Context: an optimization exercise on an open-source flow, tuned for small area, a short achievable clock period and few clock cycles. The choices shown serve that exercise and are no tape-out recipe.
The RTL was checked by simulation tests, not by an equivalence proof against the original design.

==> inputs of job 2774 <==
==> flow/design.v (excerpt) <==
module bq_core (
    input  wire         clk,
    input  wire         rst,
    input  wire         cmd_valid,
    output wire         cmd_ready,
    input  wire [1:0]   cmd_op,
    input  wire [31:0]  cmd_x,
    input  wire [159:0] cmd_coef,
    output reg          rsp_valid,
    output reg  [7:0]   rsp_status,
    output reg  [31:0]  rsp_y
);
==> flow/config.mk <==
export PLATFORM = sky130hd
export DESIGN_NAME = bq_core
export DESIGN_NICKNAME = bq_core
export VERILOG_FILES = /design/flow/design.v
export SDC_FILE = /design/flow/constraint.sdc
export NUM_CORES = 4
export LEC_CHECK = 0
export ABC_AREA = 1
export CAP_MARGIN = 20
export CORE_MARGIN = 2
export CORE_UTILIZATION = 45
export SLEW_MARGIN = 20
==> flow/constraint.sdc <==
create_clock -name core_clock -period 24.0 [get_ports {clk}]
set_input_delay 4.8000 -clock core_clock [delete_from_list [all_inputs] [get_ports {clk}]]
set_output_delay 4.8000 -clock core_clock [all_outputs]
set_load 0.01 [all_outputs]
standard.sh (not shown) runs the stock make flow with config.mk's settings and CLKGATE_MAP_FILE= SYNTH_SCRIPT=/design/flow/synth_recipe.tcl, a recipe that flattens the netlist after the stock synthesis.
==> flow/flow/run.sh <==
#!/bin/bash
# The standard layout (standard synthesis, floorplan, placement, CTS,
# routing), with repair_timing asked to keep a setup margin: the clock and
# the constraints are the design's, the margin only makes the optimiser
# work towards a shorter period than the constraint needs.
set -euo pipefail
bash standard.sh SETUP_SLACK_MARGIN=${MARGIN:-14} finish > make_finish.log 2>&1
==> job 3069: changes against job 2774 <==
--- a/flow/design.v
+++ b/flow/design.v
@@ -1132,17 +1132,17 @@
         end
     endfunction
     wire [23:0] ma = {~a_e0, fa};
     wire [23:0] mb = {~b_e0, fb};
     wire [7:0]  xa = ea | {7'd0, a_e0};
     wire [7:0]  xb = eb | {7'd0, b_e0};
     wire [8:0]  dab = {1'b0, xa} - {1'b0, xb};
     wire [8:0]  dba = {1'b0, xb} - {1'b0, xa};
-    wire        bgt = dab[8];
+    wire        bgt = (b[30:0] > a[30:0]);
     wire [7:0]  d   = bgt ? dba[7:0] : dab[7:0];
     wire        d0  = (xa == xb);
     wire        d1  = (dab == 9'd1) | (dba == 9'd1);
     wire [23:0] mp  = bgt ? mb : ma;
     wire [23:0] mq  = bgt ? ma : mb;
     wire [7:0]  xp  = bgt ? xb : xa;
     wire        sp  = bgt ? sb : sa;
     wire        eff_sub = sa ^ sb;
@@ -1157,36 +1157,34 @@
                          f_dn ? {fsum[25:0], 1'b0} : fsum[26:0];
     wire [7:0]  fe     = f_up ? (xp + 8'd1) : f_dn ? (xp - 8'd1) : xp;
     wire [7:0]  fe_field = fm[26] ? fe : 8'd0;
     wire        frnd   = fm[2] & (fm[1] | fm[0] | fm[3]);
     wire [30:0] fmag   = {fe_field, fm[25:3]} + {30'd0, frnd};
     wire        fovf   = f_up & (xp == 8'd254);
     wire [24:0] nq   = d0 ? {mq, 1'b0} : {1'b0, mq};
     wire [25:0] n1   = {1'b0, mp, 1'b0} - {1'b0, nq};
-    wire [24:0] n2   = {mq, 1'b0} - {mp, 1'b0};
-    wire        nneg = n1[25];
-    wire [24:0] nres = nneg ? n2 : n1[24:0];
+    wire [24:0] nres = n1[24:0];
     wire [7:0]  xpm1 = xp - 8'd1;
     wire [24:0] mark = (xpm1 >= 8'd25) ? 25'd0 : (25'h1000000 >> xpm1[4:0]);
     wire [4:0]  nsh  = lzc25(nres | mark);
     wire [24:0] nm   = nres << nsh;
     wire [7:0]  ne_field = nm[24] ? (xp - {3'd0, nsh}) : 8'd0;
     wire [30:0] nmag = {ne_field, nm[23:1]};
     wire        use_near = eff_sub & (d0 | (d1 & ~n1[24]));
     wire        nzero = d0 & (a[30:0] == b[30:0]);
     always @(*) begin
         if (a_nan || b_nan || (a_inf && b_inf && (sa != sb)))
             y = 32'h7FC00000;
         else if (a_inf)
             y = {sa, 8'hFF, 23'd0};
         else if (b_inf)
             y = {sb, 8'hFF, 23'd0};
         else if (use_near)
-            y = nzero ? 32'd0 : {sp ^ nneg, nmag};
+            y = nzero ? 32'd0 : {sp, nmag};
         else if (a_zero && b_zero)
             y = {sa & sb, 31'd0};
         else if (fovf)
             y = {sp, 8'hFF, 23'd0};
         else
             y = {sp, fmag};
     end
 endmodule
@@ -1205,45 +1203,48 @@
     localparam OP_PROCESS = 2'd0;
     localparam OP_RESET   = 2'd1;
     localparam OP_SETCOEF = 2'd2;
     reg  [4:0] ph;
     reg [31:0] r0, r1, r2, r3, r4;
     reg [31:0] x;
     reg [31:0] m0, m1;
     reg [31:0] s1, s2;
-    reg        v0;       
     reg        ld;       
     reg        rdy;
     reg        f_proc;   
     reg        f_rst;    
     reg        f_any;    
     reg  [1:0] f_st;     
     reg        pend;     
     reg        dflt;     
+    reg        qrst;     
     assign cmd_ready = rdy;
     wire coef_ok = (cmd_coef[30:23]   != 8'hFF) && (cmd_coef[62:55]   != 8'hFF) &&
                    (cmd_coef[94:87]   != 8'hFF) && (cmd_coef[126:119] != 8'hFF) &&
                    (cmd_coef[158:151] != 8'hFF);
     wire is_set  = (cmd_op == OP_SETCOEF) && coef_ok;
     wire ld_now  = ph[0] ? (cmd_valid && is_set) : ld;
     wire [31:0] fld = ({32{ph[0]}} & cmd_coef[31:0])   |
                       ({32{ph[1]}} & cmd_coef[63:32])  |
                       ({32{ph[2]}} & cmd_coef[127:96]) |
                       ({32{ph[3]}} & cmd_coef[95:64])  |
                       ({32{ph[4]}} & cmd_coef[159:128]);
     wire [31:0] rec = dflt ? {2'b00, {7{ph[0]}}, 23'd0} : r0;
-    reg         sel_y, nsel_y;      
-    reg         sel_s1, nsel_s1;    
-    reg         sel_s2, nsel_s2;    
-    reg         sel_sub;            
-    wire [31:0] mul_a = {nsel_y ? x[31:16] : rsp_y[31:16], sel_y ? rsp_y[15:0] : x[15:0]};
+    reg  [3:0]  sy;       
+    reg  [3:0]  ss1;      
+    reg  [3:0]  ss2;      
+    reg         sel_sub;  
+    wire [31:0] mul_a = {sy[3]  ? x[31:24]   : rsp_y[31:24],  sy[2]  ? rsp_y[23:16] : x[23:16],
+                         sy[1]  ? x[15:8]    : rsp_y[15:8],   sy[0]  ? rsp_y[7:0]   : x[7:0]};
     wire [31:0] mul_y;
-    wire [31:0] add_a = {nsel_s1 ? m1[31:16] : s1[31:16], sel_s1 ? s1[15:0] : m1[15:0]};
-    wire [31:0] add_b = {nsel_s2 ? m0[31:16] : s2[31:16], sel_s2 ? s2[15:0] : m0[15:0]};
+    wire [31:0] add_a = {ss1[3] ? m1[31:24]  : s1[31:24],     ss1[2] ? s1[23:16]    : m1[23:16],
+                         ss1[1] ? m1[15:8]   : s1[15:8],      ss1[0] ? s1[7:0]      : m1[7:0]};
+    wire [31:0] add_b = {ss2[3] ? m0[31:24]  : s2[31:24],     ss2[2] ? s2[23:16]    : m0[23:16],
+                         ss2[1] ? m0[15:8]   : s2[15:8],      ss2[0] ? s2[7:0]      : m0[7:0]};
     wire        add_sub = sel_sub;
     wire [31:0] add_y;
     wire [12:0] enc_one, enc_two, enc_neg;
     reg  [12:0] b_one, b_two, b_neg;
     bq_booth_enc u_enc (.b({r1[30:23] != 8'd0, r1[22:0]}), .one(enc_one), .two(enc_two), .neg(enc_neg));
     bq_fp_mul u_mul (.a(mul_a), .b(r0), .b_one(b_one), .b_two(b_two), .b_neg(b_neg), .y(mul_y));
     bq_fp_add u_add (.a(add_a), .b(add_b), .sub(add_sub), .y(add_y));
     always @(posedge clk) begin
@@ -1255,50 +1256,50 @@
         b_one <= enc_one;
         b_two <= enc_two;
         b_neg <= enc_neg;
         if (ph[4]) x <= cmd_x;
         m0 <= mul_y;
         m1 <= m0;
         if (ph[1]) rsp_y <= add_y;
         if (ph[1]) rsp_status <= {5'd0, f_st[1], 1'b0, f_st[0]};
+        if (ph[2]) rsp_status <= 8'd0;
         if (rst) begin
             ph <= 5'b00001;
-            sel_y <= 1'b0; sel_s1 <= 1'b0; sel_s2 <= 1'b0; sel_sub <= 1'b1;
-            nsel_y <= 1'b1; nsel_s1 <= 1'b1; nsel_s2 <= 1'b1;
-            r0 <= 32'h3F800000; r1 <= 32'd0; r2 <= 32'd0; r3 <= 32'd0; r4 <= 32'd0;
+            sy <= 4'b1010; ss1 <= 4'b1010; ss2 <= 4'b1010; sel_sub <= 1'b1;
+            dflt <= 1'b1;
             s1 <= 32'd0; s2 <= 32'd0;
-            v0 <= 1'b0; ld <= 1'b0; rdy <= 1'b0;
+            ld <= 1'b0; rdy <= 1'b0;
             f_proc <= 1'b0; f_rst <= 1'b0; f_any <= 1'b0; f_st <= 2'd0;
             pend <= 1'b0;
+            qrst <= 1'b0;
             rsp_valid <= 1'b0;
         end else begin
             ph <= {ph[3:0], ph[4]};
             if (ph[4]) dflt <= 1'b0;
-            sel_y   <= ph[1] | ph[3];
-            sel_s1  <= ph[0] | ph[3];
-            sel_s2  <= ph[3];
+            sy  <= {ph[0] | ph[2] | ph[4], ~(ph[0] | ph[2] | ph[4]), ~(ph[1] | ph[3]), ph[1] | ph[3]};
+            ss1 <= {ph[1] | ph[2] | ph[4], ~(ph[1] | ph[2] | ph[4]), ~(ph[0] | ph[3]), ph[0] | ph[3]};
+            ss2 <= {ph[0] | ph[1] | ph[2] | ph[4], ~(ph[0] | ph[1] | ph[2] | ph[4]), ~ph[3], ph[3]};
             sel_sub <= ph[4] | ph[2];
-            nsel_y  <= ~(ph[1] | ph[3]);
-            nsel_s1 <= ~(ph[0] | ph[3]);
-            nsel_s2 <= ~ph[3];
-            if (ph[0]) begin
-                v0 <= cmd_valid;
-                ld <= cmd_valid && is_set;
-            end
-            rdy <= ph[3] & v0;
+            if (ph[0]) ld <= cmd_valid && is_set;
+            rdy <= cmd_valid & ((ph[0] & (cmd_op == OP_RESET)) |
+                                (ph[3] & (ld | !is_set)));
+            if (ph[1] & cmd_valid & rdy) qrst <= 1'b1;
+            if (ph[0]) qrst <= 1'b0;
             if (ph[4]) begin
-                f_any  <= v0;
-                f_proc <= v0 && (cmd_op == OP_PROCESS);
-                f_rst  <= v0 && (cmd_op == OP_RESET);
+                f_any  <= cmd_valid & rdy;
+                f_proc <= cmd_valid & rdy & (cmd_op == OP_PROCESS);
+                f_rst  <= cmd_valid & rdy & (cmd_op == OP_RESET);
                 f_st   <= (cmd_op == 2'd3) ? 2'd2 : ((cmd_op == OP_SETCOEF && !coef_ok) ? 2'd1 : 2'd0);
                 pend   <= f_proc;
             end
             if (ph[0] & pend) s2 <= add_y;
             if ((ph[3] | ph[4]) & f_proc) s1 <= add_y;
             if (ph[1] & f_rst) begin
                 s1 <= 32'd0;
                 s2 <= 32'd0;
             end
-            rsp_valid <= ph[1] & f_any;
+            if (ph[4] & qrst) s1 <= 32'd0;
+            if (ph[0] & qrst) s2 <= 32'd0;
+            rsp_valid <= (ph[1] & f_any) | (ph[2] & qrst);
         end
     end
 endmodule
==> flow/flow/run.sh (replaced) <==
#!/bin/bash
# The standard layout (standard synthesis, floorplan, placement, CTS,
# routing) with two changes in how it is made:
# - repair_timing is asked to keep a setup margin: the clock and the
#   constraints are the design's, the margin only makes the optimiser
#   work towards a shorter period than the constraint needs;
# - every input and output port still gets its buffer, but a buf_1 rather
#   than the delay buffer buffer_ports picks by default.
set -euo pipefail
bash standard.sh SETUP_SLACK_MARGIN=${MARGIN:-15} \
    "BUFFER_PORTS_ARGS=-buffer_cell sky130_fd_sc_hd__buf_1" finish > make_finish.log 2>&1
PLACE_DENSITY = 0.64   (was not set)
TNS_END_PERCENT = 5   (was not set)
==> run summary <==
Critical Path AT: 9.24 ns
Initial antenna violation count: 10
Status: no timing/DRC/antenna violations
Worst flop-to-flop path endpoint: rsp_y[29]
Max_slew headroom: 14.08%
Met1 GRT Util: 55.86%
Clock Skews: 0.02553 ns
(the above is from job 3069)
==> run summary <==
Status: no timing/DRC/antenna violations
Worst flop-to-flop path endpoint: m0[0]
Critical Path AT: 10.26 ns
Clock Skews: 0.03667 ns
Met1 GRT Util: 58.30%
(the above is from job 2774)
Testbench counts of job 2774, summed over its fixed seeds: cycles 32,024.
Testbench counts of job 3069, summed over its fixed seeds: cycles 31,724.

-- static timing again, ports no longer ideal --
Ports are ideal in the flow. The routed layouts listed here were re-timed in OpenROAD. Step 1 assumes that a clkbuf_16 drives the clock port and a buf_2 every other input. Step 2 moves the port delays by t, midway between the first and last clock arrival at a register: inputs arrive t later, outputs are due t later. That takes back most of the time a late clock gives input paths. Slacks: no drivers / after step 1 / after step 2; pairs: no drivers / after step 1.
| run | t (ns) | slack for setup (ns) | hold WS [ns] | worst register clock-pin slew, ns |
|---|---|---|---|---|
| job 2774 | 0.655 | 14.192 / 14.192 / 14.192 | 0.337 / 0.337 / 0.337 | 0.07 / 0.07 |
| job 3069 | 0.666 | 15.081 / 15.081 / 15.081 | 0.325 / 0.325 / 0.325 | 0.07 / 0.07 |
After both steps setup and hold are still met in every run listed.
